What follows belongs to an exercise in optimizing a design on an open flow for small area and a short achievable clock period; a production flow would make more cautious choices.
Where RTL was checked, it was by simulation tests only, not by an equivalence proof against the original.
Power is estimated from default activity; no workload was simulated.

Setup of lane 1:
## wlfc_fx
module wlfc_fx (
    input  wire        clk,
    input  wire        rst,         
    input  wire        in_valid,
    input  wire [2:0]  in_op,       
    input  wire [63:0] in_a,
    output reg         out_valid,
    output reg  [63:0] out_data
);
For scale: ~1100 cells after synthesis, ~35 flip-flops, ~140 I/O pins.
Settings: LEC_CHECK=0, ABC_CLOCK_PERIOD_IN_PS=3500, CAP_MARGIN=20, CORE_MARGIN=2, CORE_UTILIZATION=40, SETUP_SLACK_MARGIN=1.5, SLEW_MARGIN=20; clock period 5.5 ns.
run.sh (not shown) runs the stock make flow with config.mk's settings and CLKGATE_MAP_FILE= SYNTH_SCRIPT=/design/flow/synth_recipe.tcl, a recipe that flattens the netlist after the stock synthesis.
The following lists how lane 2 was set up differently from lane 1:
# lane 1
export LEC_CHECK = 0
export ABC_CLOCK_PERIOD_IN_PS = 3500
export CAP_MARGIN = 20
export CORE_MARGIN = 2
export CORE_UTILIZATION = 40
export SETUP_SLACK_MARGIN = 1.5
export SLEW_MARGIN = 20
create_clock -name core_clock -period 5.5 [get_ports {clk}]
# lane 2
export LEC_CHECK = 0
export CAP_MARGIN = 20
export CORE_MARGIN = 2
export CORE_UTILIZATION = 40
export SETUP_SLACK_MARGIN = 1.5
export SLEW_MARGIN = 20
create_clock -name core_clock -period 5.5 [get_ports {clk}]
[summary]
- Lane 2 vs. lane 1: quantity of gates resized following cts held steady, utilization after layout has remained practically unchanged, setup slack ~0 delta.
Function was not checked in any run of this note: the RTL went through the layout flow alone.

* * *

the previous run:
wlfc_fx, a different RTL version from the one above (not shown whole).
Size in the first run: ~1300 cells after synthesis, roughly 97 flip-flops, roughly 140 I/O pins, ~7800 um2 of cells after synthesis.
Settings: LEC_CHECK=0, ABC_AREA=1, CAP_MARGIN=20, CORE_MARGIN=2, CORE_UTILIZATION=40, CTS_BUF_LIST=sky130_fd_sc_hd__clkbuf_8, PLACE_DENSITY=0.75, SETUP_SLACK_MARGIN=2.9, SLEW_MARGIN=20; clock period 5.5 ns.
standard.sh (not shown) runs the stock make flow with config.mk's settings and CLKGATE_MAP_FILE= SYNTH_SCRIPT=/design/flow/synth_recipe.tcl, a recipe that flattens the netlist after the stock synthesis.
==> flow/flow/run.sh <==
#!/bin/bash
# The standard layout (the standard.sh, ORFS synth to finish), except
# that the port buffers ORFS inserts on every input and output use the
# smallest buffer cell, sky130_fd_sc_hd__buf_1, instead of its default.
set -euo pipefail
cd "$(dirname "${BASH_SOURCE[0]}")/.."
bash standard.sh finish "BUFFER_PORTS_ARGS=-buffer_cell sky130_fd_sc_hd__buf_1" > standard_finish.log 2>&1
The previous run closes out successfully: all stages finished, all timing, DRC and antenna checks passed.
Here is what was changed in the inputs of the current run compared with the previous run.
- CTS_BUF_LIST removed (was sky130_fd_sc_hd__clkbuf_8)
- CORE_UTILIZATION changed from 40 to 55
- PLACE_DENSITY removed (was 0.75)
==> comparison <==
The current run finished end to end and its layout was clean on timing, DRC and antenna. Every stage of the flow completed for the previous run, and the final layout passed the timing, design-rule and antenna checks. Leakage power up about 2.1% in the current run wrt the previous run. From the previous run to the current run the numbers moved as follows: final wirelength shows an increase of about 0.36%, fraction of met2 tracks used by global routing rose 17 points, sequential fraction of the synthesis area held, pin count of the biggest net entering global routing went down by 4. Status: register fraction of the total cell area parity (the previous run, the current run). The current run reports a higher arrival time of data at the critical path endpoint than the previous run does. On worst setup slack after layout, the lower figure sits with the current run, not the previous run. The current run ended up with a higher design area than the previous run did. Compare the previous run and the current run | final standard cell utilization of the core higher: the current run. Area of the core sits lower in the current run than in the previous run.

* * *

wlfc_fx, a different RTL version from the one above (not shown whole).
Size: ~1300 cells after synthesis.
export LEC_CHECK = 0
export ABC_AREA = 1
export CAP_MARGIN = 20
export CORE_MARGIN = 2
export CORE_UTILIZATION = 40
export SETUP_SLACK_MARGIN = 3.5
export SLEW_MARGIN = 20
create_clock -name core_clock -period 5.5 [get_ports {clk}]
Scripts as last shown in full above: flow/flow/run.sh
The baseline passed the timing, design-rule and antenna checks.
Change:
Settings changed: ABC_AREA 1 to not set, SETUP_SLACK_MARGIN 3.5 to 2.5.
Final area is lower by a quarter to a third; maximum frequency went down by roughly a tenth; total power drops by a quarter to a third; first-iteration DRC count drops by a quarter to a third; core utilization came out lower by 23 points; clock power drops slightly.
Change:
Settings changed: ABC_AREA set to 1.
Result: Worst setup slack improved by 0.078 ns; sequential power fell by about 3%; power shrinks by 2.5%; synthesized cell count went up by 46%; clock power went up by about 6%; first-iteration DRC count drops by 25%; fmax went up by about 2.7%; area after synthesis is higher by 0.35%; die area climbs by 0.34%; via count rose by 13%; hold slack got worse by 0.034 ns.
Change:
Settings changed: SETUP_SLACK_MARGIN 2.5 to 3.2.
What happened: Sequential power rose by 3.7%; cell area rose by 35%; critical path depth is unchanged; total power rose by 24%; non-clock buffer count rose by 93; wire length rose by about 20%; core utilization rose by 16 points; synthesized area stays the same; clock power fell by about 2%.

* * *

The RTL this note starts from:
==> flow/design.v <==
module wlfc_fx (
    input  wire        clk,
    input  wire        rst,         
    input  wire        in_valid,
    input  wire [2:0]  in_op,       
    input  wire [63:0] in_a,
    output reg         out_valid,
    output reg  [63:0] out_data
);
    wire [31:0] w = in_a[31:0];
    wire        op_fl = in_op[2];                         
    wire        op_ff = ~in_op[2] & (in_op[1:0] == 2'd1);
    wire        op_in = ~in_op[2] & (in_op[1:0] == 2'd2);
    wire        op_fr = ~in_op[2] & (in_op[1:0] == 2'd3);
    wire [10:0] ff_e  = in_a[62:52];
    wire [41:0] ff_m  = {1'b1, in_a[51:11]};
    wire        ff_hi = ff_e[10];
    wire        ff_lo = ~ff_e[10] & (&ff_e[9:5]);
    wire [41:0] ff_a  = ff_hi ? ff_m : (ff_lo ? {32'd0, ff_m[41:32]} : 42'd0);
    wire [31:0] fl_x = {1'b0, w[30:0] ^ {31{w[31]}}};
    wire [15:0] v1;  wire [15:0] p1;
    wire [7:0]  v2;  wire [15:0] p2;
    wire [3:0]  v3;  wire [11:0] p3;
    wire [1:0]  v4;  wire [7:0]  p4;
    genvar g;
    generate
        for (g = 0; g < 16; g = g + 1) begin : l1
            assign v1[g] = fl_x[2*g+1] | fl_x[2*g];
            assign p1[g] = fl_x[2*g+1];
        end
        for (g = 0; g < 8; g = g + 1) begin : l2
            assign v2[g] = v1[2*g+1] | v1[2*g];
            assign p2[2*g+1 -: 2] = v1[2*g+1] ? {1'b1, p1[2*g+1]} : {1'b0, p1[2*g]};
        end
        for (g = 0; g < 4; g = g + 1) begin : l3
            assign v3[g] = v2[2*g+1] | v2[2*g];
            assign p3[3*g+2 -: 3] = v2[2*g+1] ? {1'b1, p2[4*g+3 -: 2]} : {1'b0, p2[4*g+1 -: 2]};
        end
        for (g = 0; g < 2; g = g + 1) begin : l4
            assign v4[g] = v3[2*g+1] | v3[2*g];
            assign p4[4*g+3 -: 4] = v3[2*g+1] ? {1'b1, p3[6*g+5 -: 3]} : {1'b0, p3[6*g+2 -: 3]};
        end
    endgenerate
    wire [4:0]  fl_q  = v4[1] ? {1'b1, p4[7:4]} : {1'b0, p4[3:0]};
    wire        fl_xz = ~(v4[1] | v4[0]);
    reg [63:0] sa;
    reg [4:0]  ss;
    always @(*) begin
        if (op_fl) begin
            sa = {w[30:0], 33'd0};
            ss = fl_q;
        end else if (op_ff) begin
            sa = {22'd0, ff_a};
            ss = ~ff_e[4:0];
        end else begin
            sa = {{15{w[31]}}, {8{w[31] & ~op_fr}}, w[31:8] & {24{~op_fr}},
                  w[7] & ~op_in, w[6:0], 9'd0};
            ss = {op_in, op_fr, 3'd0};
        end
    end
    wire [47:0] sh16 = ss[4] ? sa[63:16] : sa[47:0];
    wire [39:0] sh8  = ss[3] ? sh16[47:8] : sh16[39:0];
    wire [35:0] sh4  = ss[2] ? sh8[39:4]  : sh8[35:0];
    wire [33:0] sh2  = ss[1] ? sh4[35:2]  : sh4[33:0];
    wire [32:0] sh   = ss[0] ? sh2[33:1]  : sh2[32:0];
    reg        q_fl;      
    reg        q_ng;      
    reg [4:0]  q_q;
    reg        q_xz;
    reg [32:0] q_sh;
    always @(posedge clk) begin
        if (rst)
            out_valid <= 1'b0;
        else
            out_valid <= in_valid;
        q_fl <= op_fl;
        q_ng <= op_fl ? w[31] : (op_ff & in_a[63]);
        q_q  <= fl_q;
        q_xz <= fl_xz;
        q_sh <= sh[32:0];
    end
    wire [30:0] n_in  = {q_sh[32:9], q_sh[8:2] & {7{q_fl}}};
    wire [30:0] po0 = n_in;
    wire [30:0] po1, po2, po3, po4, po5;
    genvar b;
    generate
        for (b = 0; b < 31; b = b + 1) begin : pfx
            assign po1[b] = (b % 2  >= 1)  ? po0[b] | po0[b - (b % 2)  + 0] : po0[b];
            assign po2[b] = (b % 4  >= 2)  ? po1[b] | po1[b - (b % 4)  + 1] : po1[b];
            assign po3[b] = (b % 8  >= 4)  ? po2[b] | po2[b - (b % 8)  + 3] : po2[b];
            assign po4[b] = (b % 16 >= 8)  ? po3[b] | po3[b - (b % 16) + 7] : po3[b];
            assign po5[b] = (b % 32 >= 16) ? po4[b] | po4[b - (b % 32) + 15] : po4[b];
        end
    endgenerate
    wire [30:0] n_out = n_in ^ ({po5[29:0], 1'b0} & {31{q_ng}});
    wire [8:0]  rnd   = {1'b0, q_sh[8:1]} + {8'd0, q_sh[0]};
    wire [31:0] res   = {n_out[30:7], 8'h00} | {23'd0, rnd};
    wire        fl_p2 = q_ng & ~q_xz & ~|q_sh[32:2];     
    wire        fl_z  = q_xz & ~q_ng;                    
    wire [10:0] fl_e  = fl_z ? 11'd0 : (11'd1015 + {6'd0, q_q} + {10'd0, fl_p2});
    always @(*) begin
        if (q_fl)
            out_data = {q_ng, fl_e, n_out, 21'd0};
        else
            out_data = {32'd0, res};
    end
endmodule
==> flow/config.mk <==
export PLATFORM = sky130hd
export DESIGN_NAME = wlfc_fx
export DESIGN_NICKNAME = wlfc_fx
export VERILOG_FILES = /design/flow/design.v
export SDC_FILE = /design/flow/constraint.sdc
export NUM_CORES = 4
export LEC_CHECK = 0
export ABC_AREA = 1
export CAP_MARGIN = 20
export CORE_MARGIN = 2
export CORE_UTILIZATION = 40
export SETUP_SLACK_MARGIN = 2.5
export SLEW_MARGIN = 20
==> flow/constraint.sdc <==
create_clock -name core_clock -period 5.5 [get_ports {clk}]
set_input_delay 1.1000 -clock core_clock [delete_from_list [all_inputs] [get_ports {clk}]]
set_output_delay 1.1000 -clock core_clock [all_outputs]
set_load 0.01 [all_outputs]
Scripts as last shown in full above: flow/flow/run.sh
Rerun with:
CORE_UTILIZATION = 60   (was 40)
SETUP_SLACK_MARGIN = not set   (was 2.5)
Outcome: The changed run finished with timing, DRC and antenna clean; first-iteration DRC count decreases by about 3.3%; cell area decreases by 22%; flip-flop and latch count is unchanged; clock power decreases by 20%; sequential power decreases by 7.5%; via count decreases by 8.1%; worst setup slack degrades by 0.77 ns; clock-buffer cell count increases by 1; wire length decreases by 20%; worst hold slack degrades by 0.010 ns; combinational power decreases by 26%.

* * *

// wlfc_fx: RTL as listed in full above, without the edits since
Settings: LEC_CHECK=0, ABC_AREA=1, CAP_MARGIN=20, CORE_MARGIN=2, CORE_UTILIZATION=40, SLEW_MARGIN=20; clock period 5.5 ns.
Scripts as last shown in full above: flow/flow/run.sh
The first run passed the timing, design-rule and antenna checks.
Edit:
--- a/flow/config.mk
+++ b/flow/config.mk
@@ -10,3 +10,4 @@
 export CORE_MARGIN = 2
 export CORE_UTILIZATION = 40
+export SETUP_SLACK_MARGIN = 2.0
 export SLEW_MARGIN = 20
After rerunning: The changed run produced a clean layout. Setup slack is better by 0.47 ns. Final area came out higher by 10%. Total power climbs by 8.7%. Sequential share of layout area is lower by 0.85 points. Synthesized area stays the same. Synthesized cell count does not change. Fmax rises by 13%. Utilization increases by 4.4 points. Clock-buffer cell count stays the same. Flip-flop and latch count is unchanged.

* * *

job 101:
wlfc_fx with an RTL version that a note above also has.
Size in the first run: about 1,300 cells after synthesis, about 140 I/O pins.
clock: 5.5 ns
lec_check: 0
abc_area: 1
cap_margin: 20
core_margin: 2
core_utilization: 40
cts_buf_list: sky130_fd_sc_hd__clkbuf_8
setup_slack_margin: 2.8
slew_margin: 20
Scripts as last shown in full above: flow/flow/run.sh
Modified inputs, job 102 compared to job 101
# job 101
export LEC_CHECK = 0
export ABC_AREA = 1
export CAP_MARGIN = 20
export CORE_MARGIN = 2
export CORE_UTILIZATION = 40
export CTS_BUF_LIST = sky130_fd_sc_hd__clkbuf_8
export SETUP_SLACK_MARGIN = 2.8
export SLEW_MARGIN = 20
create_clock -name core_clock -period 5.5 [get_ports {clk}]
# job 102
export LEC_CHECK = 0
export ABC_AREA = 1
export CAP_MARGIN = 20
export CORE_MARGIN = 2
export CORE_UTILIZATION = 40
export SETUP_SLACK_MARGIN = 2.9
export SLEW_MARGIN = 20
export TNS_END_PERCENT = 0
create_clock -name core_clock -period 5.5 [get_ports {clk}]
Where upper clock frequency limit is concerned, job 101 is better than job 102.
Job 102 ends up with higher minimum period implied by the final worst setup slack than job 101 does.
Job 101 vs job 102, slowest stage cell on the critical path: sky130_fd_sc_hd__dfxtp_4 vs sky130_fd_sc_hd__nor3_4
The start point of the critical path comes out in_a[11] in one run and r2_fl$_DFF_P_ in the other, namely in job 102 and job 101 respectively.
Job 102 vs. job 101: cell area climbed 2.6%, number of logic inverters in the finished layout climbed 2, clock transition at the registers of the reported paths dropped 20 ps, via count climbed 81.
Job 102 ends up with a final clock period utilization by the worst path that is 0.47 points higher than in job 101.
Going from job 101 to job 102, data required time at the worst endpoint grows by 1350 ps.
Comparing job 101 and job 102, aggregate routed wire length is lower on job 101.
In job 102 relative to job 101, largest voltage drop on the vdd net had gone up by more than 10%.
Here is what was changed in the inputs of job 103 compared with job 102.
# job 102
export LEC_CHECK = 0
export ABC_AREA = 1
export CAP_MARGIN = 20
export CORE_MARGIN = 2
export CORE_UTILIZATION = 40
export SETUP_SLACK_MARGIN = 2.9
export SLEW_MARGIN = 20
export TNS_END_PERCENT = 0
create_clock -name core_clock -period 5.5 [get_ports {clk}]
# job 103
export LEC_CHECK = 0
export ABC_AREA = 1
export CAP_MARGIN = 20
export CORE_MARGIN = 2
export CORE_UTILIZATION = 40
export CTS_BUF_LIST = sky130_fd_sc_hd__clkbuf_8
export SETUP_SLACK_MARGIN = 2.9
export SLEW_MARGIN = 20
create_clock -name core_clock -period 5.5 [get_ports {clk}]
## What came out
- No stage failed in job 102, and the final checks on the layout all came back clean.
- Job 103 finished all stages; the layout is clean.
- In terms of maximum fanout count along the critical path, job 103 and job 102 differ only marginally.
- in_a[22] as the timing startpoint of the critical path was reported by job 103, and in_a[11] by job 102.
- Summary of job 103 over job 102: wire length on met2 saw an increase, total chip power lower, wire length of the first global-routing pass now sits higher, hold slack rose by 4.9 ps.
- Changes observed in job 103 relative to job 102: routed wire length up 0.39%; setup fix buffers added after clock tree synthesis up 5; fraction of power consumed by the clock network down 5.3 points; fraction of layout cells with a size suffix above 1 flat.
[inputs] job 104 vs job 103
# job 103
export LEC_CHECK = 0
export ABC_AREA = 1
export CAP_MARGIN = 20
export CORE_MARGIN = 2
export CORE_UTILIZATION = 40
export CTS_BUF_LIST = sky130_fd_sc_hd__clkbuf_8
export SETUP_SLACK_MARGIN = 2.9
export SLEW_MARGIN = 20
create_clock -name core_clock -period 5.5 [get_ports {clk}]
# job 104
export LEC_CHECK = 0
export ABC_AREA = 1
export CAP_MARGIN = 20
export CORE_MARGIN = 2
export CORE_UTILIZATION = 40
export SETUP_SLACK_MARGIN = 2.9
export SLEW_MARGIN = 20
create_clock -name core_clock -period 5.5 [get_ports {clk}]
--- outcome ---
As far as final cell count is concerned, job 104 and job 103 perform about the same.
Going from job 103 to job 104, routed wire length now sits at about the same level, proportion of power drawn by combinational gates shrank by 2.5 points, number of logic inverters in the finished layout +1, sequential portion of the cell area went down by 0.34 points.
Summary — actual transition at the worst max-transition pin, job 104 relative to job 103: lower, by 26 ps.
Diff job 103..job 104 | remaining antenna violation count | unchanged

==> afterwards: timing with drivers on the ports <==
In the flow no input, the clock included, has a driving cell. The finished layouts below were timed again as built, in two steps.
Step 1, drivers: a clkbuf_16 drives clk and a buf_2 each remaining input, both assumed.
Step 2 adds t to the input delays and takes it off the output delays; t is the mean of the earliest and latest rising clock arrival at the registers after step 1. Input paths then give back, and output paths get back, about the clock's delay inside the block.
Slacks: ideal / step 1 / step 2; pairs: ideal / step 1.
run	t, ns	slack for setup (ns)	hold WS [ns]	worst setup path at the end	slew at the worst register clock pin (ns)
lane 1	0.326	1.110 / 1.067 / 1.228	1.320 / 1.296 / 1.622	input to register	0.06 / 0.06
lane 2	0.326	1.110 / 1.067 / 1.228	1.320 / 1.296 / 1.622	input to register	0.06 / 0.06
the previous run	0.416	2.894 / 2.903 / 2.487	0.405 / 0.405 / 0.405	input to register	0.10 / 0.10
the current run	0.396	2.880 / 2.886 / 2.490	0.406 / 0.406 / 0.406	input to register	0.08 / 0.08
the first run of note 3	0.398	2.821 / 2.796 / 2.464	0.406 / 0.406 / 0.406	input to register	0.07 / 0.07
the second run of note 3	0.386	2.534 / 2.558 / 2.172	0.438 / 0.438 / 0.438	input to register	0.07 / 0.07
the third run of note 3	0.398	2.612 / 2.635 / 2.237	0.404 / 0.404 / 0.404	input to register	0.08 / 0.08
the fourth run of note 3	0.394	3.032 / 2.926 / 2.533	0.409 / 0.409 / 0.409	input to register	0.07 / 0.07
the first run of note 4	0.324	2.010 / 1.970 / 2.145	0.953 / 0.936 / 1.260	input to register	0.07 / 0.07
the second run of note 4	0.320	1.235 / 1.201 / 1.232	0.943 / 0.931 / 1.250	input to register	0.08 / 0.08
the first run of note 5	0.317	1.495 / 1.459 / 1.269	0.959 / 0.947 / 1.264	input to register	0.05 / 0.05
the second run of note 5	0.321	1.966 / 1.923 / 1.856	0.961 / 0.942 / 1.263	input to register	0.06 / 0.06
job 101	0.427	2.897 / 2.857 / 2.489	0.414 / 0.414 / 0.414	input to register	0.10 / 0.10
job 102	0.394	2.871 / 2.892 / 2.498	0.405 / 0.405 / 0.405	input to register	0.07 / 0.07
job 103	0.421	2.967 / 2.974 / 2.553	0.410 / 0.410 / 0.410	input to register	0.10 / 0.10
job 104	0.394	2.938 / 2.959 / 2.566	0.404 / 0.404 / 0.404	input to register	0.07 / 0.07
After both steps setup and hold are still met in every run listed. The setup slack of the fourth run of note 3, which loses most, moves by -0.106 ns with the drivers and by -0.499 ns with both steps.
